Context: an optimization exercise on an open-source flow, tuned for small area, a short achievable clock period and few clock cycles. The choices shown serve that exercise and are no tape-out recipe.
Only simulation tests tie the RTL to the original design; equivalence was not proved.
Power is estimated from default activity; no workload was simulated.

===== flow/config.mk =====
export PLATFORM = sky130hd
export DESIGN_NAME = t1_codec
export DESIGN_NICKNAME = t1_codec
export VERILOG_FILES = /design/flow/design.v
export SDC_FILE = /design/flow/constraint.sdc
export NUM_CORES = 4
export LEC_CHECK = 0
export ABC_AREA = 1
export CAP_MARGIN = 20
export CORE_MARGIN = 2
export CORE_UTILIZATION = 40
export SETUP_SLACK_MARGIN = 1.95
export SLEW_MARGIN = 20
export BUFFER_PORTS_ARGS = -buffer_cell sky130_fd_sc_hd__buf_1
export CTS_ARGS = -sink_clustering_enable -repair_clock_nets -dont_use_dummy_load -sink_clustering_size 30 -sink_clustering_max_diameter 80 -buf_list {sky130_fd_sc_hd__clkbuf_4 sky130_fd_sc_hd__clkbuf_8}

===== flow/constraint.sdc =====
create_clock -name core_clock -period 4.0 [get_ports {clk}]
set_input_delay 0.8000 -clock core_clock [delete_from_list [all_inputs] [get_ports {clk}]]
set_output_delay 0.8000 -clock core_clock [all_outputs]
set_load 0.01 [all_outputs]

===== flow/design.v =====
module t1_crc16_byte (
    input  wire [15:0] crc_in,
    input  wire [7:0]  data,
    output wire [15:0] crc_out
);
    wire [7:0] x = crc_in[7:0] ^ data;
    wire p04 = x[0] ^ x[4];
    wire p15 = x[1] ^ x[5];
    wire p26 = x[2] ^ x[6];
    wire p37 = x[3] ^ x[7];
    assign crc_out = {p37, p26, p15, p04, x[3],
                      x[2] ^ p37, x[1] ^ p26, x[0] ^ p15,
                      p04 ^ crc_in[15], x[3] ^ crc_in[14], x[2] ^ crc_in[13], x[1] ^ crc_in[12],
                      x[0] ^ p37 ^ crc_in[11], p26 ^ crc_in[10], p15 ^ crc_in[9], p04 ^ crc_in[8]};
endmodule
module t1_check_pcb (
    input  wire [7:0] pcb,
    input  wire       ns_slave,
    input  wire       ns_master,
    input  wire       orig_chained,
    input  wire [7:0] last_tx_pcb,
    output reg  [2:0] code
);
    wire is_i = !pcb[7];
    wire is_r = pcb[7] && !pcb[6];
    wire rsv_ok = is_i ? (pcb[4:0] == 5'd0) :
                  is_r ? (pcb[6:5] == 2'd0 && pcb[3:2] == 2'd0) :
                         !pcb[4];
    wire seq_ok = is_i ? (pcb[6] == ns_slave) :
                  is_r ? (orig_chained || (pcb[4] == ns_master)) :
                         1'b1;
    wire sent_s_req = (last_tx_pcb[7:6] == 2'b11) && !last_tx_pcb[5];
    wire match_ok   = !sent_s_req || (pcb == (last_tx_pcb | 8'h20));
    always @* begin
        if (!rsv_ok)        code = 3'd2;
        else if (!seq_ok)   code = 3'd4;
        else if (!match_ok) code = 3'd5;
        else                code = 3'd0;
    end
endmodule
module t1_check_len (
    input  wire [7:0] pcb,
    input  wire [7:0] len,
    output reg        len_ok
);
    always @* begin
        if (len == 8'd255)
            len_ok = 1'b0;
        else if (!pcb[7])
            len_ok = 1'b1;                  
        else if (!pcb[6])
            len_ok = (len == 8'd0);
        else begin
            case (pcb[3:0])
                4'h1, 4'h3: len_ok = (len == 8'd1);
                4'h0, 4'h2: len_ok = (len == 8'd0);
                4'hF:       len_ok = 1'b1;
                default:    len_ok = 1'b0;
            endcase
        end
    end
endmodule
module t1_tx_framer (
    input  wire       clk,
    input  wire       rst,
    input  wire       in_valid,
    output wire       in_ready,
    input  wire [7:0] in_data,
    input  wire       in_crc,
    output reg        out_valid,
    input  wire       out_ready,
    output reg  [7:0] out_data,
    output wire       out_last
);
    localparam S_NAD  = 3'd0;
    localparam S_PCB  = 3'd1;
    localparam S_LEN  = 3'd2;
    localparam S_DATA = 3'd3;
    localparam S_CK0  = 3'd4;
    localparam S_CK1  = 3'd5;
    reg  [2:0]  state;
    reg         use_crc;
    reg  [7:0]  remaining;
    reg  [15:0] acc;
    assign out_last = (state == S_NAD);
    reg  hdr_r, rbase;
    wire out_free = !out_valid || out_ready;
    wire hdr      = hdr_r;
    assign in_ready = rbase || (hdr_r && out_ready);
    wire load_b   = in_valid && in_ready;
    wire load_ck  = !hdr && out_free;
    wire        mode = (state == S_NAD) ? in_crc : use_crc;
    wire [15:0] crc_next;
    t1_crc16_byte u_crc (.crc_in(acc), .data(in_data), .crc_out(crc_next));
    reg [2:0] state_n;
    reg       ov_n;
    always @* begin
        state_n = state;
        ov_n    = out_valid && !out_ready;
        if (load_b) begin
            ov_n = 1'b1;
            case (state)
                S_NAD:   state_n = S_PCB;
                S_PCB:   state_n = S_LEN;
                S_LEN:   state_n = (in_data == 8'd0) ? S_CK0 : S_DATA;
                default: if (remaining == 8'd1) state_n = S_CK0;
            endcase
        end
        if (load_ck) begin
            ov_n    = 1'b1;
            state_n = (state == S_CK0 && use_crc) ? S_CK1 : S_NAD;
        end
    end
    always @(posedge clk) begin
        if (rst) begin
            state     <= S_NAD;
            out_valid <= 1'b0;
            acc       <= 16'hFFFF;
            hdr_r     <= 1'b1;
            rbase     <= 1'b1;
        end else begin
            if (out_free)
                out_valid <= 1'b0;
            if (load_b) begin
                out_valid <= 1'b1;
                out_data  <= in_data;
                acc       <= mode ? crc_next : {acc[15:8], acc[7:0] ^ in_data};
                case (state)
                    S_NAD: begin
                        use_crc <= in_crc;
                        state   <= S_PCB;
                    end
                    S_PCB: state <= S_LEN;
                    S_LEN: begin
                        remaining <= in_data;
                        state     <= (in_data == 8'd0) ? S_CK0 : S_DATA;
                    end
                    default: begin
                        remaining <= remaining - 8'd1;
                        if (remaining == 8'd1)
                            state <= S_CK0;
                    end
                endcase
            end
            hdr_r <= !state_n[2];
            rbase <= !state_n[2] && !ov_n;
            if (load_ck) begin
                out_valid <= 1'b1;
                out_data  <= ~acc[7:0];
                acc       <= {8'hFF, acc[15:8]};
                if (state == S_CK0 && use_crc) begin
                    state    <= S_CK1;
                end else begin
                    state    <= S_NAD;
                end
            end
        end
    end
endmodule
module t1_rx_deframer (
    input  wire        clk,
    input  wire        rst,
    input  wire        in_valid,
    output wire        in_ready,
    input  wire [7:0]  in_data,
    input  wire        in_crc,
    input  wire        ns_slave,
    input  wire        ns_master,
    input  wire        orig_chained,
    input  wire [7:0]  last_tx_pcb,
    output wire        data_valid,
    input  wire        data_ready,
    output wire [7:0]  data_out,
    output reg         stat_valid,
    input  wire        stat_ready,
    output reg  [7:0]  stat_nad,
    output reg  [7:0]  stat_pcb,
    output reg  [7:0]  stat_len,
    output wire [1:0]  stat_kind,
    output wire [15:0] stat_cksum,
    output reg  [2:0]  stat_code
);
    reg st_nad, st_pcb, st_len, st_data, st_drop, st_ck0, st_ck1;
    reg  [7:0]  h;
    reg         hv;
    reg         use_crc;
    reg  [7:0]  remaining;
    reg  [15:0] acc;
    reg         go;
    reg         rbase;
    reg         wait_nad;
    reg         data_valid_r;
    assign stat_cksum = acc;
    assign stat_kind  = {stat_pcb[7] & stat_pcb[6], stat_pcb[7] & ~stat_pcb[6]};
    assign data_out   = h;
    assign data_valid = data_valid_r;
    wire cons = go || (wait_nad && stat_ready) || (data_valid_r && data_ready);
    assign in_ready = rbase || (wait_nad && stat_ready) || (data_valid_r && data_ready);
    wire last = (st_ck0 && !use_crc) || st_ck1;
    wire data_end = (remaining == 8'd1);
    wire        mode     = st_nad ? in_crc : use_crc;
    wire [15:0] acc_base = acc | {16{st_nad}};
    wire [15:0] crc_next;
    t1_crc16_byte u_crc (.crc_in(acc_base), .data(h), .crc_out(crc_next));
    wire [15:0] acc_next = mode ? crc_next : {acc_base[15:8], acc_base[7:0] ^ h};
    wire [2:0] pcb_code;
    t1_check_pcb u_chk_pcb (
        .pcb         (h),
        .ns_slave    (ns_slave),
        .ns_master   (ns_master),
        .orig_chained(orig_chained),
        .last_tx_pcb (last_tx_pcb),
        .code        (pcb_code)
    );
    wire len_ok;
    t1_check_len u_chk_len (.pcb(stat_pcb), .len(h), .len_ok(len_ok));
    wire ck_match = (h == ~acc[7:0]);
    reg hv_n, nad_n, pcb_n, len_n, data_n, drop_n, ck0_n, ck1_n, sv_n;
    always @* begin
        hv_n   = in_ready ? in_valid : hv;
        nad_n  = st_nad;
        pcb_n  = st_pcb;
        len_n  = st_len;
        data_n = st_data;
        drop_n = st_drop;
        ck0_n  = st_ck0;
        ck1_n  = st_ck1;
        sv_n   = stat_valid && !stat_ready;
        if (cons) begin
            nad_n  = last;
            pcb_n  = st_nad;
            len_n  = st_pcb;
            data_n = (st_len && h != 8'd0) || (st_data && !data_end);
            drop_n = st_data && data_end && (&stat_len);
            ck0_n  = (st_len && h == 8'd0) || (st_data && data_end && !(&stat_len)) ||
                     st_drop;
            ck1_n  = st_ck0 && use_crc;
            if (last)
                sv_n = 1'b1;
        end
    end
    always @(posedge clk) begin
        if (rst) begin
            hv           <= 1'b0;
            st_nad       <= 1'b1;
            st_pcb       <= 1'b0;
            st_len       <= 1'b0;
            st_data      <= 1'b0;
            st_drop      <= 1'b0;
            st_ck0       <= 1'b0;
            st_ck1       <= 1'b0;
            stat_valid   <= 1'b0;
            go           <= 1'b0;
            rbase        <= 1'b1;
            wait_nad     <= 1'b0;
            data_valid_r <= 1'b0;
        end else begin
            hv           <= hv_n;
            st_nad       <= nad_n;
            st_pcb       <= pcb_n;
            st_len       <= len_n;
            st_data      <= data_n;
            st_drop      <= drop_n;
            st_ck0       <= ck0_n;
            st_ck1       <= ck1_n;
            stat_valid   <= sv_n;
            go           <= hv_n && ((!nad_n && !data_n) || (nad_n && !sv_n));
            rbase        <= !hv_n || (!nad_n && !data_n) || (nad_n && !sv_n);
            wait_nad     <= hv_n && nad_n;
            data_valid_r <= hv_n && data_n;
        end
        if (in_ready)
            h <= in_data;
        if (cons && !(st_ck0 || st_ck1))
            acc <= acc_next;
        if (cons && st_nad) begin
            stat_nad <= h;
            use_crc  <= in_crc;
        end
        if (cons && st_pcb) begin
            stat_pcb  <= h;
            stat_code <= pcb_code;
        end
        if (cons && st_len) begin
            stat_len  <= h;
            remaining <= {h[7:1], h[0] & ~(&h)};
            if (stat_code != 3'd2 && !len_ok)
                stat_code <= 3'd3;
        end
        if (cons && st_data)
            remaining <= remaining - 8'd1;
        if (cons && (st_ck0 || st_ck1)) begin
            acc <= use_crc ? {h, acc[15:8]} : {8'h00, h};
            if (!ck_match)
                stat_code <= 3'd1;
        end
    end
endmodule
module t1_codec (
    input  wire        clk,
    input  wire        rst,
    input  wire        tx_in_valid,
    output wire        tx_in_ready,
    input  wire [7:0]  tx_in_data,
    input  wire        tx_in_crc,
    output wire        tx_out_valid,
    input  wire        tx_out_ready,
    output wire [7:0]  tx_out_data,
    output wire        tx_out_last,
    input  wire        rx_in_valid,
    output wire        rx_in_ready,
    input  wire [7:0]  rx_in_data,
    input  wire        rx_in_crc,
    input  wire        rx_ns_slave,
    input  wire        rx_ns_master,
    input  wire        rx_orig_chained,
    input  wire [7:0]  rx_last_tx_pcb,
    output wire        rx_data_valid,
    input  wire        rx_data_ready,
    output wire [7:0]  rx_data,
    output wire        rx_stat_valid,
    input  wire        rx_stat_ready,
    output wire [7:0]  rx_stat_nad,
    output wire [7:0]  rx_stat_pcb,
    output wire [7:0]  rx_stat_len,
    output wire [1:0]  rx_stat_kind,
    output wire [15:0] rx_stat_cksum,
    output wire [2:0]  rx_stat_code
);
    t1_tx_framer u_tx (
        .clk      (clk),
        .rst      (rst),
        .in_valid (tx_in_valid),
        .in_ready (tx_in_ready),
        .in_data  (tx_in_data),
        .in_crc   (tx_in_crc),
        .out_valid(tx_out_valid),
        .out_ready(tx_out_ready),
        .out_data (tx_out_data),
        .out_last (tx_out_last)
    );
    t1_rx_deframer u_rx (
        .clk         (clk),
        .rst         (rst),
        .in_valid    (rx_in_valid),
        .in_ready    (rx_in_ready),
        .in_data     (rx_in_data),
        .in_crc      (rx_in_crc),
        .ns_slave    (rx_ns_slave),
        .ns_master   (rx_ns_master),
        .orig_chained(rx_orig_chained),
        .last_tx_pcb (rx_last_tx_pcb),
        .data_valid  (rx_data_valid),
        .data_ready  (rx_data_ready),
        .data_out    (rx_data),
        .stat_valid  (rx_stat_valid),
        .stat_ready  (rx_stat_ready),
        .stat_nad    (rx_stat_nad),
        .stat_pcb    (rx_stat_pcb),
        .stat_len    (rx_stat_len),
        .stat_kind   (rx_stat_kind),
        .stat_cksum  (rx_stat_cksum),
        .stat_code   (rx_stat_code)
    );
endmodule

===== flow/flow/run.sh =====
#!/bin/bash
# The standard layout, with: plain buffers on the ports; sizing free to
# change a cell's footprint; a clock tree of larger clusters of small
# clock buffers without dummy loads; and an delay-constrained (map -D), area-recovering ABC mapping
# script (flow/abc_area.script) in place of ORFS's (ABC_AREA is set).
# Everything else, registers included, is the standard synthesis and flow.
set -euo pipefail
here=$(pwd)
rm -rf "$here/scripts"
cp -r "$FLOW_HOME/scripts" "$here/scripts"
cp "$here/flow/abc_area.script" "$here/scripts/abc_area.script"
cat >> config.mk <<'MK'
export BUFFER_PORTS_ARGS = -buffer_cell sky130_fd_sc_hd__buf_1
export CTS_ARGS = -sink_clustering_enable -repair_clock_nets -dont_use_dummy_load -sink_clustering_size 30 -sink_clustering_max_diameter 80 -buf_list {sky130_fd_sc_hd__clkbuf_4 sky130_fd_sc_hd__clkbuf_8}
MK
bash standard.sh MATCH_CELL_FOOTPRINT=0 SCRIPTS_DIR="$here/scripts" finish > standard.log 2>&1

===== flow/flow/abc_area.script =====
strash
dch -f
map -D 1000
topo
stime -c
buffer -c
upsize -c
dnsize -c

===== flow/standard.sh =====
#!/bin/bash
# synth_recipe.tcl (not shown) runs the flow's synth.tcl, then flattens the netlist and writes it again
# the make line also repeats each setting of config.mk as NAME=value (left out here)
make -C /OpenROAD-flow-scripts/flow DESIGN_CONFIG=/design/flow/config.mk WORK_HOME=/design/flow/orfs CLKGATE_MAP_FILE= SYNTH_SCRIPT=/design/flow/synth_recipe.tcl "${@:-finish}"

==> results of run 1 <==
area by class of cell:
class	count	area, um^2
Sequential cell	112	2990
Fill cell	1370	7290
Inverter	55	211
Timing Repair Buffer	131	611
Tap cell	180	225
Clock buffer	9	124
Multi-Input combinational cell	438	2540
through the flow:
| stage | cell area, um^2 | instances | worst slack (ns) | hold slack [ns] |
|---|---|---|---|---|
| 2_1_floorplan | 5790 | 624 | 1.97 | 0.441 |
| 3_3_place_gp | 6310 | 889 | 1.41 | 0.453 |
| 3_5_place_dp | 6310 | 889 | 1.31 | 0.462 |
| 4_1_cts | 6640 | 923 | 1.88 | 0.477 |
| 5_1_grt | 6700 | 925 | 1.93 | 0.509 |
| 6_report | 6700 | 925 | 1.97 | 0.479 |
worst min-delay path, cell delays in order (launching register included):
cell	delay, ns
dfxtp_1	0.32
nand2_1	0.06
a21oi_1	0.06
state kept, by name, summed over array words and instances (netlist names), 3 cells and up:
register,cells
u_rx.acc,16
u_tx.acc,16
u_rx.h,8
u_rx.remaining,8
u_rx.stat_len,8
u_rx.stat_nad,8
u_rx.stat_pcb,8
u_tx.out_data,8
u_tx.remaining,8
u_rx.stat_code,3
u_tx.state,3
cell families after synthesis:
logic type | share of synthesized area, %
flops | 51.7
simple gates | 16.0
mux | 0.195
xor+xnor | 9.40
compound gates | 16.4
buf+inv | 5.46
fa+ha+maj | 0.867
where the power goes:
part | internal [uW] | total [uW] | switching, uW
Clock | 203 | 559 | 355
Combinational | 429 | 1140 | 709
Sequential | 1440 | 1610 | 171
Total | 2080 | 3310 | 1240
worst max path at each step:
stage                     slack, ns     startpoint                       end
after detailed placement       1.31   tx_out_ready  u_tx.acc[8]$_SDFFE_PP1P_
after CTS                      1.88  rx_stat_ready               rx_in_ready
after global routing           1.93  rx_data_ready               rx_in_ready
after floorplan                1.97  rx_data_ready               rx_in_ready
final                          1.97  rx_data_ready               rx_in_ready
after global placement         1.41  rx_stat_ready    u_rx.acc[10]$_DFFE_PP_
repair_timing:
| item | 4_1_cts | 5_1_grt |
|---|---|---|
| endpoints found under the setup margin | 47 | 42 |
| pin swaps | 0 | 3 |
| hold buffers | 0 | 0 |
| buffers inserted | 25 | 2 |
| endpoints found under the hold margin | 0 | 0 |
| gates resized for setup | 6 | 16 |
routing by layer:
layer	GRT usage, %	vias up
met5	0	-
met4	8.78	0
met3	3.25	24
met2	33.8	162
met1	27.1	2369
li1	-	2395
layout by cell type (no fill, tap or decap), types with 6 or more instances in the layout:
cell,n
buf_4,29
buf_1,99
nor2_1,59
nand3_1,7
o21ai_1,19
inv_2,7
o22ai_1,7
xor2_1,32
clkbuf_8,9
o211ai_1,15
a21oi_1,41
inv_1,45
edfxtp_1,74
dfxtp_1,36
o21ai_0,50
xnor2_1,17
nand4_1,7
nand2_1,107
nor3_1,6
==> flow_summary_export.csv, run 1 <==
group,metric,value,unit
grt,grt_pass1_wl,24.1,mm
logic_synthesis,postSynth.asyncResetShare,0,%
grt,grtUsageTotal,20.6,%
logic_synthesis,syn_inst,624,
clock_network,cts-root-buf,"clkbuf_8",
detailed_routing,drt_wl_total,15.5,mm
status,status,"finished clean",
clock_network,clock_latency,0.39,ns
detailed_routing,drt_iter0_drc,288,
worst_hold_path,worstHoldStart,"u_rx.st_drop$_SDFFE_PP0N_",
cells_and_area,post-route-util,47.9,%
timing,relSlewSlack,67.6,%
detailed_routing,avgRoutedWirePerCell,16.7,um
logic_synthesis,synth-main-ff-cell,"edfxtp_1",
floorplanning,initial_utilization,41.3,%
worst_setup_path,arrival,1.23,ns
worst_setup_path,cpMaxStageDelayCell,"buf_2",
logic_synthesis,synth-seq-cells,112,
grt,grt_pass1_vias,4640,
timing,fin_crit,2.03,ns
worst_setup_path,cpPeakStageDelay,0.16,ns
worst_setup_path,r2r-start,"u_rx.h[7]$_DFFE_PN_",
detailed_routing,vias_per_cell,5.35,
grt,antenna_found_initial,0,
detailed_routing,dr.pass1.iters,5,
placed_design,port_buffers,102,
floorplanning,die_y,124,um
timing,fin_tns_setup,0,ns
worst_setup_path,crit_cells,4,
worst_setup_path,crit_fanout,2,
cells_and_area,n_antenna_cell,0,
power_and_ir_drop,power.total,3310,uW
timing,fmax,492,MHz
logic_synthesis,seq_area_frac_synth,51.7,%
clock_network,cts_tree,"built",
worst_setup_path,cp-end-kind,"output pin",
logic_synthesis,synth_nets,664,
logic_synthesis,synth_edf_count,74,
floorplanning,dieWidth,124,um
grt,grt_max_degree,27,
timing,setup_violations,0,
floorplanning,core,14000,um^2
logic_synthesis,synth_top_area_share,38.5,%
cells_and_area,nets,787,
detailed_routing,dr_wl_met3,875,um
power_and_ir_drop,powerDensity,494,nW/um^2
worst_setup_path,path_delay_family,"buffers and inverters",
detailed_routing,drc,0,
worst_setup_path,worstSetupPathType,"input port to output pin",
clock_network,numClockSinks,112,
detailed_routing,route.met2.wl,7.49,mm
worst_setup_path,r2r_cells,6,
timing,post-route-period-util,50.8,%
clock_network,cts.path.max_buffers,2,
worst_hold_path,worst_hold_path_type,"register to register",
power_and_ir_drop,power_leakage,0.00250,uW
detailed_routing,wl_met1,6.73,mm
worst_hold_path,hold_depth,2,
detailed_routing,vias,4950,
clock_network,clkTransAtPathRegs,0.10,ns
logic_synthesis,synth_top_cell_by_area,"edfxtp_1",
worst_hold_path,hold_end,"u_rx.st_drop$_SDFFE_PP0N_",
worst_setup_path,r2r_end,"u_rx.acc[3]$_DFFE_PP_",
worst_setup_path,cp.required,3.20,ns
floorplanning,rows,43,
logic_synthesis,avgSynthCellArea,9.25,um^2
logic_synthesis,synth_cell_types,51,
worst_setup_path,startpoint_type,"input port",
clock_network,cts_max_level,3,
worst_setup_path,rrSetupSlack,2.07,ns
cells_and_area,area_growth,16.1,%
worst_setup_path,cp.buffers_inverters,2,
logic_synthesis,synth_common_cells,"nand2_1, edfxtp_1, nor2_1, o21ai_0, inv_1",
clock_network,cts-buffers-inserted,9,
grt,gr-total-overflow,0,
logic_synthesis,synth_most_common_cell,"nand2_1",
worst_setup_path,cp_cell_sequence,"buf_1, nand2_2, nand3b_1, buf_2",
logic_synthesis,syn_area,5770,um^2
job,max-cap-violations,0,
placed_design,dp_hpwl,10.6,mm
placed_design,place_congestion,0.921,
logic_synthesis,ys_warn_count,4,
cells_and_area,drive_gt1_share,11.7,%
power_and_ir_drop,vdd_drop_max,332,uV
detailed_routing,antenna_left,0,
logic_synthesis,synthTopCellsByArea,"edfxtp_1, dfxtp_1, nand2_1",
timing,finClkSkew,0.0199,ns
timing,finalHoldViolCount,0,
timing,rsz0062_at_grt,"true",
timing,finalMaxSlewViolations,0,
floorplanning,die_area,15400,um^2
detailed_routing,top_layer,"met4",
timing,worstMarginPinSlew,0.485,ns
floorplanning,num_io_pins,103,
Testbench counts, summed over its fixed seeds: cycles 17,575.
==> run 2: changes to the inputs <==
==> flow/flow/abc_area.script (replaced) <==
strash
dch -f
map -D 800
topo
stime -c
buffer -c
upsize -c
dnsize -c
==> run 2 against run 1 <==
Against the previous run: count of clock-buffer cells in the layout unchanged; sequential power up 4%; critical path type unchanged; total power rose by 7.3%; largest cell class unchanged; clock skew grew 0.011 ns; area after synthesis rose by 2.8%; flip-flop and latch count unchanged; largest power group unchanged; via count rose by 11%; synthesized cell count up 11%; still clean on timing, DRC and antenna; worst hold slack got worse by 0.011 ns; combinational power up 17%.
==> flow_summary_export.csv, run 2 <==
group,metric,value,unit
status,status,"finished clean",
job,max-cap-violations,0,
worst_setup_path,cp.required,3.20,ns
floorplanning,die_area,15800,um^2
detailed_routing,vias,5509,
timing,post-route-period-util,51.5,%
logic_synthesis,avgSynthCellArea,8.60,um^2
clock_network,clkTransAtPathRegs,0.08,ns
placed_design,place_congestion,0.897,
cells_and_area,nets,859,
cells_and_area,final_common_cell,"nand2_1",
logic_synthesis,synth_top_cell_by_area,"edfxtp_1",
logic_synthesis,ys_warn_count,4,
floorplanning,dieWidth,126,um
clock_network,holdBufCountCts,0,
detailed_routing,drt_wl_total,17.3,mm
timing,finalMaxSlewViolations,0,
logic_synthesis,synthTopCellsByArea,"edfxtp_1, dfxtp_1, nand2_1",
worst_setup_path,startpoint_type,"input port",
logic_synthesis,syn_area,5930,um^2
power_and_ir_drop,power_leakage,0.00271,uW
floorplanning,core,14500,um^2
floorplanning,die_y,126,um
logic_synthesis,synth_cell_types,50,
clock_network,cts-root-buf,"clkbuf_8",
detailed_routing,drt_iter0_drc,416,
clock_network,cts-buffers-inserted,9,
worst_setup_path,arrival,1.26,ns
timing,worstMarginPinSlew,0.611,ns
clock_network,cts_tree,"built",
grt,grt_pass1_wl,26.7,mm
placed_design,port_buffers,102,
cells_and_area,final_cell_mix,"nand2_1, buf_1, edfxtp_1",
timing,finalHoldViolCount,0,
logic_synthesis,synth-main-ff-cell,"edfxtp_1",
power_and_ir_drop,power.total,3550,uW
grt,grt_pass1_vias,5332,
power_and_ir_drop,vdd_drop_max,343,uV
cells_and_area,n_antenna_cell,0,
grt,grtUsageTotal,20.9,%
cells_and_area,drive_gt1_share,11.4,%
timing,fmax,485,MHz
worst_setup_path,cp-end-kind,"output pin",
logic_synthesis,synth_nets,730,
detailed_routing,dr.pass1.iters,5,
worst_hold_path,hold_end,"u_rx.st_drop$_SDFFE_PP0N_",
worst_setup_path,rrSetupSlack,2.06,ns
timing,rsz0062_at_grt,"true",
clock_network,cts_max_level,3,
detailed_routing,antenna_left,0,
detailed_routing,avgRoutedWirePerCell,17.3,um
logic_synthesis,seq_area_frac_synth,50.3,%
worst_setup_path,r2r_cells,8,
power_and_ir_drop,powerDensity,510,nW/um^2
timing,relSlewSlack,59.1,%
detailed_routing,vias_per_cell,5.50,
grt,gr-total-overflow,0,
cells_and_area,top_regs,"u_rx.acc (16), u_tx.acc (16)",
placed_design,dp_hpwl,11.7,mm
worst_hold_path,hold_depth,2,
floorplanning,num_io_pins,103,
clock_network,numClockSinks,112,
logic_synthesis,syn_inst,690,
logic_synthesis,synth_most_common_cell,"nand2_1",
floorplanning,rows,44,
timing,setup_violations,0,
worst_setup_path,crit_fanout,3,
clock_network,cts.path.max_buffers,2,
detailed_routing,drc,0,
timing,fin_tns_setup,0,ns
logic_synthesis,synth_common_cells,"nand2_1, edfxtp_1, nor2_1, inv_1, a21oi_1",
clock_network,clock_latency,0.38,ns
floorplanning,initial_utilization,40.8,%
worst_setup_path,r2r-start,"u_rx.h[2]$_DFFE_PN_",
worst_setup_path,worstSetupPathType,"input port to output pin",
timing,finClkSkew,0.0314,ns
worst_hold_path,worst_hold_path_type,"register to register",
cells_and_area,area_growth,17.3,%
timing,fin_crit,2.06,ns
worst_hold_path,worstHoldStart,"u_rx.st_drop$_SDFFE_PP0N_",
logic_synthesis,synth_edf_count,74,
grt,grt_max_degree,32,
logic_synthesis,synth_top_area_share,37.4,%
logic_synthesis,postSynth.asyncResetShare,0,%
grt,antenna_found_initial,0,
logic_synthesis,synth-seq-cells,112,
worst_setup_path,r2r_end,"u_rx.acc[9]$_DFFE_PP_",
-- run 2: cell types whose count changed in the layout (fill, tap and decap cells not counted), sizes merged, moves of 5 or more --
cell / previous run / this run
xnor2: 19 / 8
nor2: 66 / 72
nand2: 113 / 134
nand3: 8 / 43
inv: 54 / 70
o21ai: 71 / 56
xor2: 37 / 23
a21oi: 43 / 57
a211oi: 1 / 6
buf: 130 / 137
-- run 2: worst max-delay path by stage --
stage | to | cells after the start | startpoint | slack, ns
global route | rx_in_ready | 4 | rx_data_ready | 1.90
detailed placement | u_rx.stat_code[2]$_DFF_P_ | 9 | rx_stat_ready | 1.22
global placement | u_rx.stat_code[2]$_DFF_P_ | 9 | rx_stat_ready | 1.28
finish | rx_in_ready | 4 | rx_data_ready | 1.94
CTS | u_rx.stat_code[2]$_DFF_P_ | 8 | rx_stat_ready | 1.83
floorplan | rx_in_ready | 2 | rx_data_ready | 1.96
-- run 2: worst max-delay path, cell delays in order --
cell and delay [ns]:
buf_1 0.09, nand2_2 0.11, nand3b_1 0.11, buf_2 0.15
-- run 2: cell families (layout without fill, tap and decap cells) --
family          Yosys count  in the layout  synth area share, %
mux                       1              1                0.169
simple gates            284            286                 21.0
flops                   112            112                 50.3
fa+ha+maj                 4              4                0.843
xor+xnor                 31             31                 4.58
compound gates          164            165                 16.5
buf+inv                  94            218                 6.58
-- run 2: power breakdown --
part           total (uW)  switching (uW)  internal [uW]  leakage (uW)
registers            1670             190           1480       0.00100
logic                1330             863            466       0.00164
clock network         559             355            204     0.0000647
-- run 2: layout make-up --
type | count | area (um^2)
Fill cell | 1447 | 7570
Multi-Input combinational cell | 487 | 2680
Clock buffer | 9 | 124
Sequential cell | 112 | 2990
Timing Repair Buffer | 138 | 673
Inverter | 71 | 270
Tap cell | 184 | 230
-- run 2: per-stage QoR --
stage	util, %	std cells	hold WS (ns)	cell area, um^2	setup slack, ns
6_report	47.9	1001	0.468	6960	1.94
5_1_grt	47.9	1001	0.512	6960	1.90
4_1_cts	46.3	977	0.472	6730	1.83
3_5_place_dp	44.4	955	0.460	6460	1.22
3_3_place_gp	44.4	955	0.452	6460	1.28
2_1_floorplan	-	690	0.441	5950	1.96
-- run 2: repair_timing --
action / 4_1_cts / 5_1_grt
pin swaps: 1 / 6
endpoints found under the setup margin: 66 / 47
gates cloned: 1 / 2
endpoints found under the hold margin: 0 / 0
buffers inserted: 12 / 22
gates resized for setup: 11 / 17
-- run 2: per-layer routing --
layer	wire [um]	global-route usage (%)	up-vias
met3	1130	3.70	39
met4	538	9.24	0
met2	8790	36.1	249
met1	6870	25.5	2578
met5	0	0	-
li1	-	-	2643
==> run 3: changes to the inputs <==
==> flow/flow/abc_area.script (replaced) <==
strash
dch -f
map -D 1000
topo
stime -c
buffer -c
upsize -c
dnsize -c
--- a/flow/config.mk
+++ b/flow/config.mk
@@ -9,7 +9,7 @@
 export CAP_MARGIN = 20
 export CORE_MARGIN = 2
 export CORE_UTILIZATION = 40
-export SETUP_SLACK_MARGIN = 1.95
+export SETUP_SLACK_MARGIN = 1.85
 export SLEW_MARGIN = 20
 export BUFFER_PORTS_ARGS = -buffer_cell sky130_fd_sc_hd__buf_1
 export CTS_ARGS = -sink_clustering_enable -repair_clock_nets -dont_use_dummy_load -sink_clustering_size 30 -sink_clustering_max_diameter 80 -buf_list {sky130_fd_sc_hd__clkbuf_4 sky130_fd_sc_hd__clkbuf_8}
==> run 3 against run 2 <==
Against the previous run: sequential power down 4%; sequential share of layout area up 1.9 points; worst hold slack better by 0.0022 ns; critical path type unchanged; area after synthesis down 2.7%; still clean; core utilization down 0.27 points; clock power up 1%; largest power group unchanged; largest cell class unchanged; die area down 2.6%; global-route usage down 0.28 points.
==> flow_summary_export.csv, run 3 <==
group,metric,value,unit
cells_and_area,fin_cells,925,
clock_network,holdBufCountCts,0,
grt,grt_pass1_vias,4697,
detailed_routing,vias,4879,
power_and_ir_drop,seq_power_share,48.7,%
placed_design,dp.cells,890,
placed_design,place_congestion,0.904,
clock_network,cts-buffers-inserted,9,
worst_hold_path,hold_depth,2,
floorplanning,dieWidth,124,um
timing,worstMarginPinSlew,0.691,ns
grt,grt_max_degree,27,
power_and_ir_drop,intPower,2070,uW
worst_hold_path,worstHoldStart,"u_rx.st_drop$_SDFFE_PP0N_",
clock_network,clock_latency,0.40,ns
clock_network,cts_max_level,3,
logic_synthesis,syn_area,5770,um^2
logic_synthesis,synthTopCellsByArea,"edfxtp_1, dfxtp_1, nand2_1",
timing,post-route-period-util,51.9,%
timing,finalHoldViolCount,0,
worst_setup_path,path_delay_family,"buffers and inverters",
worst_setup_path,cpPeakStageDelay,0.15,ns
logic_synthesis,avgSynthCellArea,9.25,um^2
clock_network,numClockSinks,112,
worst_setup_path,rrSetupSlack,1.98,ns
power_and_ir_drop,powerDensity,495,nW/um^2
clock_network,cts_tree,"built",
clock_network,cts-root-buf,"clkbuf_8",
logic_synthesis,synth_most_common_cell,"nand2_1",
cells_and_area,final_cell_mix,"nand2_1, buf_1, edfxtp_1",
logic_synthesis,synth_top_area_share,38.5,%
worst_setup_path,r2r_end,"u_rx.stat_code[0]$_DFF_P_",
grt,grt_pass1_wl,23.9,mm
floorplanning,initial_utilization,41.3,%
detailed_routing,drc,0,
cells_and_area,n_antenna_cell,0,
logic_synthesis,synth_common_cells,"nand2_1, edfxtp_1, nor2_1, o21ai_0, inv_1",
detailed_routing,avgRoutedWirePerCell,16.7,um
worst_setup_path,crit_fanout,2,
cells_and_area,top_regs,"u_rx.acc (16), u_tx.acc (16)",
power_and_ir_drop,vdd_drop_max,392,uV
logic_synthesis,seq_area_frac_synth,51.7,%
timing,rsz0062_at_grt,"false",
worst_hold_path,worst_hold_path_type,"register to register",
power_and_ir_drop,p_comb_share,34.1,%
placed_design,port_buffers,102,
timing,setup_violations,0,
timing,finClkSkew,0.0301,ns
logic_synthesis,synth_nets,664,
timing,finalMaxSlewViolations,0,
cells_and_area,final_common_cell,"nand2_1",
power_and_ir_drop,p_clk_share,17.2,%
grt,grtUsageTotal,20.6,%
worst_setup_path,cp.buffers_inverters,2,
worst_setup_path,startpoint_type,"input port",
grt,antenna_found_initial,0,
worst_setup_path,cp.required,3.20,ns
power_and_ir_drop,p_sw,1230,uW
logic_synthesis,synth_edf_count,74,
detailed_routing,antenna_left,0,
timing,relSlewSlack,53.7,%
cells_and_area,area_growth,15.4,%
placed_design,dp_hpwl,11.0,mm
power_and_ir_drop,swShare,37.4,%
logic_synthesis,postSynth.asyncResetShare,0,%
clock_network,clkTransAtPathRegs,0.09,ns
logic_synthesis,synth_cell_types,51,
worst_setup_path,cpMaxStageDelayCell,"buf_2",
clock_network,cts.path.max_buffers,2,
logic_synthesis,synth-main-ff-cell,"edfxtp_1",
timing,hold_slack,0.470,ns
logic_synthesis,synth_top_cell_by_area,"edfxtp_1",
detailed_routing,vias_per_cell,5.27,
floorplanning,die_y,124,um
worst_setup_path,worstSetupPathType,"input port to output pin",
floorplanning,rows,43,
logic_synthesis,syn_inst,624,
logic_synthesis,synth-seq-cells,112,
power_and_ir_drop,power_leakage,0.00249,uW
job,max-cap-violations,0,
timing,fin_tns_setup,0,ns
worst_setup_path,cp_cell_sequence,"buf_1, nand2_1, nand3b_1, buf_2",
timing,fin_crit,2.08,ns
grt,gr-total-overflow,0,
worst_setup_path,cp-end-kind,"output pin",
status,status,"finished clean",
worst_hold_path,hold_end,"u_rx.st_drop$_SDFFE_PP0N_",
floorplanning,num_io_pins,103,
worst_setup_path,r2r-start,"u_rx.h[0]$_DFFE_PN_",
detailed_routing,dr.pass1.iters,6,
timing,fmax,482,MHz
logic_synthesis,ys_warn_count,4,
floorplanning,die_area,15400,um^2
detailed_routing,drt_iter0_drc,404,
detailed_routing,drt_wl_total,15.5,mm
worst_setup_path,r2r_cells,7,
cells_and_area,drive_gt1_share,10.6,%
cells_and_area,nets,787,
worst_setup_path,arrival,1.28,ns
floorplanning,core,14000,um^2
==> run 3: through the flow <==
stage	total power, uW	area (um^2)	utilization (%)	setup WS [ns]
floorplan	2430	5780	-	1.85
global placement	2690	6300	45.1	1.37
detailed placement	2710	6300	45.1	1.30
CTS	3290	6500	46.5	1.86
global route	3510	6660	47.6	1.85
finish	3300	6660	47.6	1.92
==> run 3: tightest hold or removal path: stages, from the launching register on <==
cell     delay [ns]
dfxtp_1        0.32
nand2_1        0.06
a21oi_1        0.06
==> run 3: final cells by class <==
class                           instances  area [um^2]
Tap cell                              180          225
Sequential cell                       112         2980
Timing Repair Buffer                  131          618
Clock buffer                            9          124
Inverter                               55          211
Fill cell                            1374         7320
Multi-Input combinational cell        438         2500
==> run 3: worst max-delay path by stage <==
stage                                   start                    endpoint  slack [ns]  depth (start not counted)
after global placement           tx_out_ready  u_tx.out_data[4]$_DFFE_PP_        1.37                          7
final                           rx_stat_ready                 rx_in_ready        1.92                          4
after detailed placement         tx_out_ready  u_tx.out_data[0]$_DFFE_PP_        1.30                          7
after global routing            rx_stat_ready                 rx_in_ready        1.85                          4
after floorplan                 rx_stat_ready       u_rx.acc[4]$_DFFE_PP_        1.85                          5
after CTS                 u_rx.h[4]$_DFFE_PN_                  rx_data[4]        1.86                          1
==> run 3: cell families after synthesis <==
logic type               count (synthesis)  share of synthesized area [%]
AND/OR/NAND/NOR                        217                           16.0
AO/OA/AOI/OAI                          160                           16.4
flip-flops                             112                           51.7
buffers and inverters                   74                           5.46
XOR/XNOR                                56                           9.40
adder cells (fa/ha/maj)                  4                          0.867
multiplexers                             1                          0.195
==> run 3: what timing repair did <==
action / CTS / global route
pin swaps: 1 / 0
gates resized for setup: 4 / 7
setup endpoints to repair: 36 / 49
buffers inserted: 8 / 18
==> run 3: layer usage <==
| metal | vias up | wire [um] | track usage [%] | share of wire, % |
|---|---|---|---|---|
| met3 | 20 | 779 | 4.49 | 5.0 |
| met2 | 151 | 7540 | 35.0 | 49 |
| met1 | 2314 | 6880 | 26.1 | 44 |
| li1 | 2394 | - | - | - |
| met5 | - | 0 | 0 | 0 |
| met4 | 0 | 291 | 6.32 | 1.9 |
==> run 3: power groups by stage <==
stage	clock network (uW)	registers (uW)	logic (uW)
after floorplan	0	1610	815
after global placement	0	1640	1050
after detailed placement	0	1640	1070
after CTS	583	1610	1090
after global routing	623	1630	1260
final	566	1610	1130
==> run 4: changes to the inputs <==
--- a/flow/config.mk
+++ b/flow/config.mk
@@ -9,7 +9,7 @@
 export CAP_MARGIN = 20
 export CORE_MARGIN = 2
 export CORE_UTILIZATION = 40
-export SETUP_SLACK_MARGIN = 1.85
+export SETUP_SLACK_MARGIN = 2.0
 export SLEW_MARGIN = 20
 export BUFFER_PORTS_ARGS = -buffer_cell sky130_fd_sc_hd__buf_1
 export CTS_ARGS = -sink_clustering_enable -repair_clock_nets -dont_use_dummy_load -sink_clustering_size 30 -sink_clustering_max_diameter 80 -buf_list {sky130_fd_sc_hd__clkbuf_4 sky130_fd_sc_hd__clkbuf_8}
==> run 4 against run 3 <==
Against the previous run: final cell count is 0.97% higher; maximum frequency is 1.7% higher; combinational power is 5% higher; area after synthesis is the same; highest routed layer unchanged; largest power group unchanged; count of clock-buffer cells in the layout did not move; clock skew is 0.0060 ns higher; clock power decreased by 4.6%.
==> flow_summary_export.csv, run 4 <==
group,metric,value,unit
grt,grt_pass1_wl,24.4,mm
logic_synthesis,synthTopCellsByArea,"edfxtp_1, dfxtp_1, nand2_1",
detailed_routing,drc,0,
cells_and_area,final_cell_mix,"nand2_1, buf_1, edfxtp_1",
detailed_routing,avgRoutedWirePerCell,16.7,um
logic_synthesis,syn_area,5770,um^2
grt,grt_max_degree,27,
timing,finalMaxSlewViolations,0,
logic_synthesis,synth_nets,664,
grt,grtUsageTotal,20.8,%
power_and_ir_drop,powerDensity,486,nW/um^2
cells_and_area,final_common_cell,"nand2_1",
grt,grt_use_met2,37.1,%
logic_synthesis,synth_edf_count,74,
placed_design,dp_hpwl,10.8,mm
logic_synthesis,avgSynthCellArea,9.25,um^2
logic_synthesis,seq_area_frac_synth,51.7,%
clock_network,clkTransAtPathRegs,0.08,ns
status,status,"finished clean",
worst_setup_path,startpoint_type,"input port",
placed_design,port_buffers,102,
logic_synthesis,ys_warn_count,4,
job,max-cap-violations,0,
worst_setup_path,crit_fanout,2,
detailed_routing,antenna_left,0,
timing,post-route-period-util,51.0,%
floorplanning,initial_utilization,41.3,%
logic_synthesis,synth_cell_types,51,
power_and_ir_drop,vdd_drop_max,299,uV
floorplanning,rows,43,
logic_synthesis,syn_inst,624,
logic_synthesis,postSynth.asyncResetShare,0,%
floorplanning,num_io_pins,103,
cells_and_area,n_antenna_cell,0,
clock_network,cts_tree,"built",
detailed_routing,dr.pass1.iters,5,
detailed_routing,vias_per_cell,5.32,
clock_network,cts-root-buf,"clkbuf_8",
grt,grt_pass1_vias,4697,
logic_synthesis,synth_most_common_cell,"nand2_1",
worst_hold_path,worst_hold_path_type,"register to register",
grt,met3_usage,3.71,%
timing,fmax,490,MHz
timing,hold_slack,0.467,ns
cells_and_area,drive_gt1_share,15.1,%
cells_and_area,area_growth,19.9,%
logic_synthesis,synth_top_cell_by_area,"edfxtp_1",
grt,grt.busiest_layer,"met2",
worst_setup_path,arrival,1.24,ns
detailed_routing,vias,4967,
logic_synthesis,synth-seq-cells,112,
clock_network,clock_latency,0.39,ns
power_and_ir_drop,power_leakage,0.00259,uW
timing,worstMarginPinSlew,0.532,ns
grt,antenna_found_initial,0,
clock_network,holdBufCountCts,0,
detailed_routing,drt_wl_total,15.6,mm
floorplanning,die_area,15400,um^2
grt,gr-total-overflow,0,
timing,fin_crit,2.04,ns
timing,relSlewSlack,64.6,%
worst_setup_path,cp.required,3.20,ns
timing,finClkSkew,0.0362,ns
clock_network,cts-buffers-inserted,9,
timing,finalHoldViolCount,0,
clock_network,cts.path.max_buffers,2,
cells_and_area,nets,796,
worst_setup_path,cp-end-kind,"output pin",
clock_network,numClockSinks,112,
timing,rsz0062_at_grt,"true",
timing,fin_tns_setup,0,ns
power_and_ir_drop,power.total,3370,uW
timing,setup_violations,0,
floorplanning,dieWidth,124,um
floorplanning,die_y,124,um
logic_synthesis,synth-main-ff-cell,"edfxtp_1",
worst_setup_path,worstSetupPathType,"input port to output pin",
logic_synthesis,synth_common_cells,"nand2_1, edfxtp_1, nor2_1, o21ai_0, inv_1",
floorplanning,core,14000,um^2
clock_network,cts_max_level,3,
cells_and_area,top_regs,"u_rx.acc (16), u_tx.acc (16)",
placed_design,place_congestion,0.910,
logic_synthesis,synth_top_area_share,38.5,%
detailed_routing,drt_iter0_drc,309,
grt,use_met1,25.6,%
==> run 4: cell counts after synthesis <==
No cell type changed its count.
==> run 4: path summary, 6_finish.rpt <==
check | from | slack, ns | depth (start not counted) | end
worst max register to register | u_rx.h[0]$_DFFE_PN_ | 2.07 | 7 | u_rx.stat_code[0]$_DFF_P_
worst max-delay path | rx_data_ready | 1.96 | 4 | rx_in_ready
worst min-delay path | u_rx.st_len$_SDFFE_PP0N_ | 0.47 | 2 | u_rx.st_len$_SDFFE_PP0N_
worst min register to register | u_rx.st_len$_SDFFE_PP0N_ | 0.47 | 2 | u_rx.st_len$_SDFFE_PP0N_
==> run 4: cell type report <==
type,count,area [um^2]
fillers,1325,7070
flip-flops and latches,112,2990
multi-input cells,438,2640
repair buffers,140,728
well taps,180,225
inverters,55,215
clock buffers,9,124
==> run 4: metal layers <==
metal  wire length [um]  part of all wire [%]  up-vias
met5                  0                     0        -
met4                346                   2.2        0
met3                847                   5.4       27
met2               7940                    51      170
met1               6500                    42     2357
li1                   -                     -     2413
==> run 4: timing repair <==
action / 4_1_cts / 5_1_grt
setup buffers: 29 / 7
pin swaps: 2 / 11
gates resized for setup: 16 / 40
endpoints found under the setup margin: 55 / 60
==> run 4: kinds of logic after synthesis <==
logic type / share of synthesized area, %
buffers and inverters: 5.46
AND/OR/NAND/NOR: 16.0
flip-flops: 51.7
adder cells (fa/ha/maj): 0.867
multiplexers: 0.195
AO/OA/AOI/OAI: 16.4
XOR/XNOR: 9.40
==> run 4: where the power goes <==
part           switching (uW)  internal (uW)
Sequential                188           1450
Clock                     337            203
Combinational             735            457
==> run 4: critical path, cell delays in order <==
cell and delay [ns]:
buf_1 0.08, nand2_2 0.09, nand3b_1 0.12, buf_2 0.16
==> run 4: stage by stage <==
step | worst slack (ns) | instances | utilization (%) | area [um^2]
6_report | 1.96 | 934 | 49.5 | 6920
3_3_place_gp | 1.43 | 889 | 45.1 | 6310
2_1_floorplan | 2.01 | 624 | - | 5790
5_1_grt | 1.92 | 934 | 49.5 | 6920
3_5_place_dp | 1.34 | 889 | 45.1 | 6310
4_1_cts | 1.92 | 927 | 48.0 | 6710
==> run 5: changes to the inputs <==
--- a/flow/flow/run.sh
+++ b/flow/flow/run.sh
@@ -1,7 +1,7 @@
 #!/bin/bash
 # The standard layout, with: plain buffers on the ports; sizing free to
 # change a cell's footprint; a clock tree of larger clusters of small
-# clock buffers without dummy loads; and an delay-constrained (map -D), area-recovering ABC mapping
+# clock buffers without dummy loads; and a delay-constrained (map -D), area-recovering ABC mapping
 # script (flow/abc_area.script) in place of ORFS's (ABC_AREA is set).
 # Everything else, registers included, is the standard synthesis and flow.
 set -euo pipefail
--- a/flow/config.mk
+++ b/flow/config.mk
@@ -9,7 +9,7 @@
 export CAP_MARGIN = 20
 export CORE_MARGIN = 2
 export CORE_UTILIZATION = 40
-export SETUP_SLACK_MARGIN = 2.0
+export SETUP_SLACK_MARGIN = 1.95
 export SLEW_MARGIN = 20
 export BUFFER_PORTS_ARGS = -buffer_cell sky130_fd_sc_hd__buf_1
 export CTS_ARGS = -sink_clustering_enable -repair_clock_nets -dont_use_dummy_load -sink_clustering_size 30 -sink_clustering_max_diameter 80 -buf_list {sky130_fd_sc_hd__clkbuf_4 sky130_fd_sc_hd__clkbuf_8}
==> run 5 against run 4 <==
Against the previous run: still clean; final cell count is 0.96% lower; setup slack better by 0.0089 ns; maximum frequency is 0.44% higher; synthesized cell count stayed put; routed wire length is 1.2% lower; clock power is 4% higher; clock skew is 0.016 ns lower; cell area is 3.2% lower; register-to-register slack hardly changed; core utilization is 1.6 points lower; area after synthesis stayed put; flip-flop and latch count stayed put; critical path type unchanged; critical endpoint unchanged.
==> flow_summary_export.csv, run 5 <==
group,metric,value,unit
power_and_ir_drop,power_leakage,0.00250,uW
timing,layout_setup_ws,1.97,ns
cells_and_area,area_growth,16.1,%
timing,rsz0062_at_grt,"true",
timing,setup_violations,0,
grt,grt_max_degree,27,
floorplanning,rows,43,
floorplanning,num_io_pins,103,
detailed_routing,avgRoutedWirePerCell,16.7,um
cells_and_area,seqCellArea,2990,um^2
cells_and_area,nets,787,
cells_and_area,n_antenna_cell,0,
worst_setup_path,path_delay_family,"buffers and inverters",
placed_design,dp_hpwl,10.6,mm
detailed_routing,drt_iter0_drc,288,
logic_synthesis,synth_most_common_cell,"nand2_1",
worst_setup_path,r2r_cells,6,
logic_synthesis,seq_area_frac_synth,51.7,%
cells_and_area,multi_input_area,2540,um^2
worst_hold_path,hold_end,"u_rx.st_drop$_SDFFE_PP0N_",
floorplanning,die_area,15400,um^2
logic_synthesis,postSynth.asyncResetShare,0,%
status,status,"finished clean",
cells_and_area,final_cell_mix,"nand2_1, buf_1, edfxtp_1",
floorplanning,die_y,124,um
worst_hold_path,worstHoldStart,"u_rx.st_drop$_SDFFE_PP0N_",
timing,finClkSkew,0.0199,ns
logic_synthesis,ys_warn_count,4,
clock_network,cts_tree,"built",
worst_setup_path,cp-end-kind,"output pin",
worst_setup_path,r2r_end,"u_rx.acc[3]$_DFFE_PP_",
logic_synthesis,syn_inst,624,
placed_design,port_buffers,102,
clock_network,clkTransAtPathRegs,0.10,ns
logic_synthesis,avgSynthCellArea,9.25,um^2
power_and_ir_drop,intPower,2080,uW
clock_network,cts_max_level,3,
detailed_routing,drt_wl_total,15.5,mm
floorplanning,dieWidth,124,um
worst_setup_path,startpoint_type,"input port",
clock_network,cts-buffers-inserted,9,
logic_synthesis,syn_area,5770,um^2
placed_design,place_congestion,0.921,
timing,fin_crit,2.03,ns
worst_setup_path,cpPeakStageDelay,0.16,ns
cells_and_area,drive_gt1_share,11.7,%
power_and_ir_drop,p_clk_share,16.9,%
clock_network,numClockSinks,112,
placed_design,place_ws,1.31,ns
worst_setup_path,arrival,1.23,ns
worst_setup_path,cp.buffers_inverters,2,
timing,worstMarginPinSlew,0.485,ns
logic_synthesis,synthTopCellsByArea,"edfxtp_1, dfxtp_1, nand2_1",
cells_and_area,post-route-util,47.9,%
detailed_routing,dr.pass1.iters,5,
worst_setup_path,cp_cell_sequence,"buf_1, nand2_2, nand3b_1, buf_2",
grt,grtUsageTotal,20.6,%
logic_synthesis,synth_top_cell_by_area,"edfxtp_1",
cells_and_area,fillCellCount,1370,
timing,fmax,492,MHz
worst_hold_path,hold_depth,2,
clock_network,clock_latency,0.39,ns
worst_setup_path,cp.required,3.20,ns
timing,fin_tns_setup,0,ns
worst_setup_path,crit_fanout,2,
detailed_routing,antenna_left,0,
worst_hold_path,worst_hold_path_type,"register to register",
grt,gr-total-overflow,0,
power_and_ir_drop,powerDensity,494,nW/um^2
cells_and_area,design_area,6700,um^2
logic_synthesis,synth_nets,664,
timing,hold_slack,0.479,ns
grt,grt_pass1_vias,4640,
detailed_routing,vias,4950,
worst_setup_path,worstSetupPathType,"input port to output pin",
clock_network,cts-root-buf,"clkbuf_8",
logic_synthesis,synth_edf_count,74,
grt,grt_pass1_wl,24.1,mm
logic_synthesis,synth-main-ff-cell,"edfxtp_1",
clock_network,cts.path.max_buffers,2,
worst_setup_path,rrSetupSlack,2.07,ns
power_and_ir_drop,swShare,37.3,%
logic_synthesis,synth_cell_types,51,
clock_network,holdBufCountCts,0,
job,max-cap-violations,0,
detailed_routing,drc,0,
worst_setup_path,cpMaxStageDelayCell,"buf_2",
worst_setup_path,crit_start,"rx_data_ready",
power_and_ir_drop,p_comb_share,34.4,%
timing,finalMaxSlewViolations,0,
floorplanning,core,14000,um^2
timing,relSlewSlack,67.6,%
logic_synthesis,synth-seq-cells,112,
logic_synthesis,synth_common_cells,"nand2_1, edfxtp_1, nor2_1, o21ai_0, inv_1",
power_and_ir_drop,seq_power_share,48.8,%
floorplanning,initial_utilization,41.3,%
worst_setup_path,r2r-start,"u_rx.h[7]$_DFFE_PN_",
cells_and_area,final_common_cell,"nand2_1",
timing,finalHoldViolCount,0,
power_and_ir_drop,p_sw,1240,uW
grt,antenna_found_initial,0,
logic_synthesis,synth_top_area_share,38.5,%
timing,post-route-period-util,50.8,%
power_and_ir_drop,vdd_drop_max,332,uV
cells_and_area,top_regs,"u_rx.acc (16), u_tx.acc (16)",
placed_design,placed_cell_area,6310,um^2
detailed_routing,vias_per_cell,5.35,
## run 5: cell types whose count changed in the layout (fill, tap and decap cells not counted), sizes merged
| cell | change |
|---|---|
| buf | -9 |
| clkinvlp | -1 |
| inv | +1 |
## run 5: through the flow
stage	power, uW	instances
final	3310	925
after global placement	2680	889
after CTS	3300	923
after global routing	3540	925
after floorplan	2430	624
after detailed placement	2710	889
## run 5: worst max-delay path by stage
stage | to | slack [ns] | cells after the start
detailed placement | u_tx.acc[8]$_SDFFE_PP1P_ | 1.31 | 7
global route | rx_in_ready | 1.93 | 4
finish | rx_in_ready | 1.97 | 4
CTS | rx_in_ready | 1.88 | 4
global placement | u_rx.acc[10]$_DFFE_PP_ | 1.41 | 7
floorplan | rx_in_ready | 1.97 | 2
## run 5: repair_timing
action | CTS | global route
setup buffers | 25 | 2
gates resized for setup | 6 | 16
pin swaps | 0 | 3
endpoints found under the setup margin | 47 | 42
## run 5: power groups by stage
stage / Combinational (uW) / Clock, uW / Sequential, uW
finish: 1140 / 559 / 1610
global route: 1290 / 613 / 1640
CTS: 1120 / 577 / 1610
detailed placement: 1070 / 0 / 1640
global placement: 1040 / 0 / 1640
floorplan: 817 / 0 / 1610
## run 5: metal layers
metal  global-route usage (%)  wire (um)  vias to the layer above
met2                     33.8       7490                      162
met4                     8.78        352                        0
met1                     27.1       6730                     2369
met5                        0          0                        -
met3                     3.25        875                       24
li1                         -          -                     2395
## run 5: worst reg2reg max path, delay by kind of cell, from the launching register on
family | cells | cell delay (ns)
xor gates and xnor gates | 3 | 0.73
and+or+nand+nor | 1 | 0.06
AOI/OAI and AO/OA | 1 | 0.11
buffers and inverters | 1 | 0.23
DFF | 1 | 0.54
## run 5: logic make-up (layout without fill, tap and decap cells)
logic type | count (synthesis) | in the layout | synth area share, %
fa+ha+maj | 4 | 4 | 0.867
simple gates | 217 | 217 | 16.0
flops | 112 | 112 | 51.7
compound gates | 160 | 160 | 16.4
buf+inv | 74 | 195 | 5.46
mux | 1 | 1 | 0.195
xor+xnor | 56 | 56 | 9.40
## run 5: layout make-up
| class | instances | area share [%] |
|---|---|---|
| flip-flops and latches | 112 | 44.6 |
| multi-input cells | 438 | 38.0 |
| repair buffers | 131 | 9.11 |
| well taps | 180 | 3.36 |
| inverters | 55 | 3.15 |
| clock buffers | 9 | 1.85 |
==> run 6: changes to the inputs <==
--- a/flow/config.mk
+++ b/flow/config.mk
@@ -8,7 +8,7 @@
 export ABC_AREA = 1
 export CAP_MARGIN = 20
 export CORE_MARGIN = 2
-export CORE_UTILIZATION = 40
+export CORE_UTILIZATION = 45
 export SETUP_SLACK_MARGIN = 1.95
 export SLEW_MARGIN = 20
 export BUFFER_PORTS_ARGS = -buffer_cell sky130_fd_sc_hd__buf_1
==> run 6 against run 5 <==
Against the previous run: maximum frequency decreased by 3.4%; still clean on timing, DRC and antenna; clock skew grew 0.0074 ns; die area fell by 11%; final cell count down 0.54%; count of clock-buffer cells in the layout unchanged; combinational power about the same; non-clock buffer count up 3; worst hold slack got worse by 0.0089 ns; flip-flop and latch count did not move.
==> flow_summary_export.csv, run 6 <==
group,metric,value,unit
floorplanning,rows,41,
logic_synthesis,postSynth.asyncResetShare,0,%
clock_network,clkTransAtPathRegs,0.11,ns
worst_setup_path,cp.buffers_inverters,2,
cells_and_area,nets,790,
grt,grtUsageTotal,22.8,%
worst_setup_path,startpoint_type,"input port",
power_and_ir_drop,swShare,37.4,%
clock_network,cts_max_level,3,
worst_setup_path,r2r_cells,7,
worst_setup_path,cp_cell_sequence,"buf_1, nand2_2, nand3b_1, buf_2",
cells_and_area,n_antenna_cell,0,
detailed_routing,antenna_left,0,
logic_synthesis,seq_area_frac_synth,51.7,%
placed_design,placed_cell_area,6300,um^2
detailed_routing,vias,4967,
logic_synthesis,synth_edf_count,74,
job,max-cap-violations,0,
logic_synthesis,synth-main-ff-cell,"edfxtp_1",
cells_and_area,final_common_cell,"nand2_1",
grt,grt_max_degree,27,
detailed_routing,drt_wl_total,15.4,mm
floorplanning,num_io_pins,103,
worst_setup_path,arrival,1.30,ns
worst_hold_path,worst_hold_path_type,"register to register",
clock_network,cts-root-buf,"clkbuf_8",
cells_and_area,top_regs,"u_rx.acc (16), u_tx.acc (16)",
floorplanning,dieWidth,117,um
worst_setup_path,cp-end-kind,"output pin",
worst_setup_path,cp.required,3.20,ns
logic_synthesis,ys_warn_count,4,
logic_synthesis,synth_most_common_cell,"nand2_1",
worst_setup_path,path_delay_family,"buffers and inverters",
detailed_routing,dr.pass1.iters,4,
cells_and_area,area_growth,16.3,%
power_and_ir_drop,power_leakage,0.00251,uW
timing,fmax,475,MHz
timing,finalMaxSlewViolations,0,
logic_synthesis,synth_top_cell_by_area,"edfxtp_1",
timing,finalHoldViolCount,0,
logic_synthesis,avgSynthCellArea,9.25,um^2
clock_network,clock_latency,0.40,ns
clock_network,cts.path.max_buffers,2,
detailed_routing,vias_per_cell,5.40,
timing,fin_tns_setup,0,ns
cells_and_area,final_cell_mix,"nand2_1, buf_1, edfxtp_1",
power_and_ir_drop,vdd_drop_max,289,uV
timing,fin_crit,2.10,ns
logic_synthesis,synth-seq-cells,112,
floorplanning,core,12600,um^2
status,status,"finished clean",
clock_network,numClockSinks,112,
logic_synthesis,syn_area,5770,um^2
worst_setup_path,cpPeakStageDelay,0.18,ns
cells_and_area,design_area,6720,um^2
floorplanning,die_area,13800,um^2
detailed_routing,drt_iter0_drc,283,
logic_synthesis,synth_cell_types,51,
floorplanning,die_y,117,um
floorplanning,initial_utilization,45.9,%
power_and_ir_drop,intPower,2080,uW
worst_setup_path,crit_fanout,2,
logic_synthesis,syn_inst,624,
grt,grt_pass1_wl,23.6,mm
cells_and_area,drive_gt1_share,12.2,%
placed_design,port_buffers,102,
clock_network,cts-buffers-inserted,9,
timing,relSlewSlack,67.6,%
detailed_routing,avgRoutedWirePerCell,16.8,um
grt,gr-total-overflow,0,
placed_design,dp_hpwl,10.5,mm
timing,setup_violations,0,
clock_network,cts_tree,"built",
logic_synthesis,synth_top_area_share,38.5,%
worst_setup_path,worstSetupPathType,"input port to output pin",
placed_design,place_congestion,0.832,
power_and_ir_drop,seq_power_share,48.6,%
power_and_ir_drop,p_clk_share,16.9,%
power_and_ir_drop,p_comb_share,34.5,%
timing,finClkSkew,0.0273,ns
power_and_ir_drop,powerDensity,494,nW/um^2
logic_synthesis,synthTopCellsByArea,"edfxtp_1, dfxtp_1, nand2_1",
logic_synthesis,synth_nets,664,
worst_hold_path,hold_depth,2,
timing,post-route-period-util,52.6,%
grt,grt_pass1_vias,4575,
power_and_ir_drop,p_sw,1240,uW
logic_synthesis,synth_common_cells,"nand2_1, edfxtp_1, nor2_1, o21ai_0, inv_1",
grt,antenna_found_initial,0,
timing,rsz0062_at_grt,"true",
worst_setup_path,crit_cells,4,
worst_setup_path,cpMaxStageDelayCell,"buf_2",
timing,worstMarginPinSlew,0.482,ns
detailed_routing,drc,0,
[run 6: cell families after synthesis]
logic type	synth area share, %
AND/OR/NAND/NOR	16.0
buffers and inverters	5.46
AO/OA/AOI/OAI	16.4
flip-flops	51.7
XOR/XNOR	9.40
multiplexers	0.195
adder cells (fa/ha/maj)	0.867
[run 6: what timing repair did]
| item | 4_1_cts | 5_1_grt |
|---|---|---|
| setup endpoints to repair | 48 | 44 |
| hold buffers | 0 | 0 |
| buffers inserted | 27 | 3 |
| gates cloned | 0 | 0 |
| gates resized for setup | 6 | 17 |
| pin swaps | 0 | 1 |
[run 6: final cells by class]
cell class | instances | area [um^2]
Clock buffer | 9 | 124
Tap cell | 172 | 215
Timing Repair Buffer | 134 | 633
Sequential cell | 112 | 2990
Inverter | 55 | 211
Multi-Input combinational cell | 438 | 2550
Fill cell | 1203 | 5850
[run 6: worst paths after layout]
kind,start,to,slack (ns)
worst max-delay path,rx_data_ready,rx_in_ready,1.90
worst max register to register,u_rx.h[0]$_DFFE_PN_,u_rx.acc[7]$_DFFE_PP_,2.05
worst min-delay path,u_rx.st_len$_SDFFE_PP0N_,u_rx.st_len$_SDFFE_PP0N_,0.47
worst min register to register,u_rx.st_len$_SDFFE_PP0N_,u_rx.st_len$_SDFFE_PP0N_,0.47
[run 6: power groups by stage]
stage | combinational (uW) | sequential (uW) | clock [uW]
after global placement | 1050 | 1640 | 0
final | 1140 | 1610 | 561
after CTS | 1130 | 1600 | 576
after floorplan | 817 | 1610 | 0
after detailed placement | 1070 | 1640 | 0
after global routing | 1290 | 1630 | 613
[run 6: worst reg2reg max path: stages (launching register included)]
cell      delay, ns
edfxtp_1       0.53
buf_4          0.22
xor2_2         0.37
xnor2_2        0.20
xor2_1         0.17
nand2_1        0.06
nand2_1        0.05
o21ai_1        0.09
[run 6: per-stage QoR]
step | cells | hold slack, ns | util, % | power, uW | worst slack [ns]
floorplan | 624 | 0.441 | - | 2430 | 1.97
global placement | 881 | 0.450 | 50.1 | 2690 | 1.36
detailed placement | 881 | 0.454 | 50.1 | 2720 | 1.28
CTS | 917 | 0.471 | 52.9 | 3310 | 1.88
global route | 920 | 0.511 | 53.4 | 3540 | 1.86
finish | 920 | 0.470 | 53.4 | 3320 | 1.90
[run 6: routing by layer]
metal / part of all wire, % / vias up / global-route usage, % / wire length [um]
met5: 0 / - / 0 / 0
met4: 1.7 / 0 / 7.45 / 255
met3: 4.7 / 17 / 3.76 / 729
met2: 49 / 148 / 38.0 / 7610
met1: 44 / 2406 / 30.4 / 6850
li1: - / 2396 / - / -

afterwards: timing with drivers on the ports:
Ports are ideal in the flow. The routed layouts listed here were re-timed in OpenROAD. Step 1 sets driving cells, clkbuf_16 on the clock port and buf_2 on the other inputs (assumed; they add their load-dependent delay and slew). Step 2 moves the port delays by t, midway between the first and last clock arrival at a register: inputs arrive t later, outputs are due t later. That takes back most of the time a late clock gives input paths. a / b / c = no drivers / after step 1 / after step 2; a / b = the first two.
run	shift t [ns]	setup WS [ns]	worst setup path at the end	clock arrival spread, ns	slew at the worst register clock pin (ns)
run 1	0.412	1.967 / 1.934 / 1.704	input to register	0.028 / 0.028	0.11 / 0.11
run 2	0.398	1.940 / 1.917 / 1.711	input to register	0.032 / 0.031	0.12 / 0.12
run 3	0.422	1.924 / 1.871 / 1.600	input to register	0.030 / 0.031	0.12 / 0.12
run 4	0.406	1.959 / 1.934 / 1.689	input to register	0.037 / 0.037	0.12 / 0.12
run 5	0.412	1.967 / 1.934 / 1.704	input to register	0.028 / 0.028	0.11 / 0.11
run 6	0.423	1.895 / 1.858 / 1.674	input to register	0.028 / 0.028	0.11 / 0.11
After both steps every run listed still meets setup and hold. The setup slack of run 3, which loses most, moves by -0.053 ns with the drivers and by -0.324 ns with both steps.
